This is an optimization exercise on Yosys and OpenROAD, whose aim is small area, a short achievable clock period and few clock cycles per item, not a production implementation. In this exercise RTL edits were held to simulation tests only and were not proved equivalent to the original.

Design piff_voice, start of the top module:
module piff_voice (
  input  wire        clk,
  input  wire        rst,
  input  wire        cmd_valid,
  output wire        cmd_ready,
  input  wire [31:0] cmd_data,
  input  wire        smp_req,
  output wire        smp_ready,
  output wire        smp_valid,
  output wire [31:0] smp_data,
  output wire        dec_valid,
  output reg  [31:0] dec_data
);
For scale: about 22000 cells after synthesis, about 100 I/O pins, roughly 190000 µm² of cells after synthesis.
export LEC_CHECK = 0
export CAP_MARGIN = 20
export CORE_MARGIN = 2
export CORE_UTILIZATION = 40
export SLEW_MARGIN = 20
export SYNTH_MEMORY_MAX_BITS = 16384
create_clock -name core_clock -period 20.0 [get_ports {clk}]
standard.sh (not shown) runs the stock make flow with config.mk's settings and CLKGATE_MAP_FILE= SYNTH_SCRIPT=/design/flow/synth_recipe.tcl, a recipe that flattens the netlist after the stock synthesis.
==> flow/flow/run.sh <==
#!/bin/bash
# Standard layout, with timing repair aiming 10 ns of setup slack beyond
# the clock (optimisation effort only; the SDC and clock are unchanged).
set -euo pipefail
bash standard.sh SETUP_SLACK_MARGIN=10 finish > standard_flow.log 2>&1
The starting point finished clean.
Testbench counts at the start, summed over its fixed seeds: cycles 38,048, samples 16,000.
Then changed:
==> flow/run.sh (new file) <==
#!/bin/bash
# synth_recipe.tcl (not shown) runs the flow's synth.tcl, then flattens the netlist and writes it again
# the make line also repeats each setting of config.mk as NAME=value (left out here)
make -C /OpenROAD-flow-scripts/flow DESIGN_CONFIG=/design/flow/config.mk WORK_HOME=/design/flow/orfs CLKGATE_MAP_FILE= SYNTH_SCRIPT=/design/flow/synth_recipe.tcl finish
removed: flow/flow/run.sh
removed: flow/standard.sh
Utilization hardly moves; design area stays flat; count of clock-buffer cells in the layout is unchanged.

Setup of the previous run:
Another version of the RTL of piff_voice (not shown whole).
For scale: about 20,000 cells after synthesis, about 1,100 flip-flops, about 100 I/O pins, ~180,000 um^2 of cells after synthesis.
==> flow/config.mk <==
export PLATFORM = sky130hd
export DESIGN_NAME = piff_voice
export DESIGN_NICKNAME = piff_voice
export VERILOG_FILES = /design/flow/design.v
export SDC_FILE = /design/flow/constraint.sdc
export NUM_CORES = 4
export LEC_CHECK = 0
export CAP_MARGIN = 20
export CORE_MARGIN = 2
export CORE_UTILIZATION = 40
export SLEW_MARGIN = 20
export SYNTH_MEMORY_MAX_BITS = 16384
==> flow/constraint.sdc <==
create_clock -name core_clock -period 20.0 [get_ports {clk}]
set_input_delay 4.0000 -clock core_clock [delete_from_list [all_inputs] [get_ports {clk}]]
set_output_delay 4.0000 -clock core_clock [all_outputs]
set_load 0.01 [all_outputs]
==> flow/flow/run.sh <==
#!/bin/bash
# Standard layout, with timing repair aiming 12 ns of setup slack beyond
# the clock (optimisation effort only; the SDC and clock are unchanged).
set -euo pipefail
bash standard.sh SETUP_SLACK_MARGIN=12 finish > standard_flow.log 2>&1
Testbench counts of the previous run, summed over its fixed seeds: cycles 38,534, samples 16,000.
The inputs of the current run differ from those of the previous run as listed below.
==> flow/run.sh (new file) <==
#!/bin/bash
# synth_recipe.tcl (not shown) runs the flow's synth.tcl, then flattens the netlist and writes it again
# the make line also repeats each setting of config.mk as NAME=value (left out here)
make -C /OpenROAD-flow-scripts/flow DESIGN_CONFIG=/design/flow/config.mk WORK_HOME=/design/flow/orfs CLKGATE_MAP_FILE= SYNTH_SCRIPT=/design/flow/synth_recipe.tcl finish
removed: flow/flow/run.sh
removed: flow/standard.sh
==> comparison <==
- Maximum number of pins on one net before global-route repair: the current run lower than the previous run
- Diff the previous run and the current run: core utilization higher in the previous run
- Summary of the current run over the previous run: global-route usage shows no meaningful change, area occupied by multi-input gates shows a reduction of about 0.7%, area fraction of clock buffers and clock inverters shows no meaningful change.
- Relative to the previous run, setup slack of the critical path after layout has decreased by 1.69 ns in the current run.
- Comparing the current run against the previous run, there is no change at all in setup-violating endpoint count in the final report.
- Looking at post-route minimum period across both flows, the current run is the weaker of the two, with the previous run ahead.
- The current run against the previous run: number of max-slew violations in the final report about even, wire length reported by the detailed router now sits at about the same level.
- Looking at clock-buffer cell count, the current run sits above the previous run.

-- separate check: timing with driven ports --
The flow's constraints put no driver on any port. The routed layouts listed below were extracted and timed again, unchanged, in two steps. Step 1 sets driving cells, clkbuf_16 on the clock port and buf_2 on the other inputs (assumed; they add their load-dependent delay and slew). Step 2 times the ports against the registers' clock, not the clock port: input delays grow and output delays shrink by t, the midpoint of the rising clock arrivals with the driver on. Three values: no drivers, after step 1, after step 2; two values: the first two.
run | shift t [ns] | setup slack, ns | worst data-port slew with drivers (ns)
the first run of note 1 | 1.002 | 10.076 / 9.944 / 10.171 | 0.06
the second run of note 1 | 1.002 | 9.137 / 9.137 / 9.137 | 0.06
the previous run | 1.016 | 11.442 / 11.318 / 11.164 | 0.08
the current run | 1.000 | 9.753 / 9.629 / 10.205 | 0.07
After both steps setup and hold are still met in every run listed. For the previous run, which loses most, drivers alone change the setup slack by -0.124 ns; drivers and shift together by -0.278 ns.
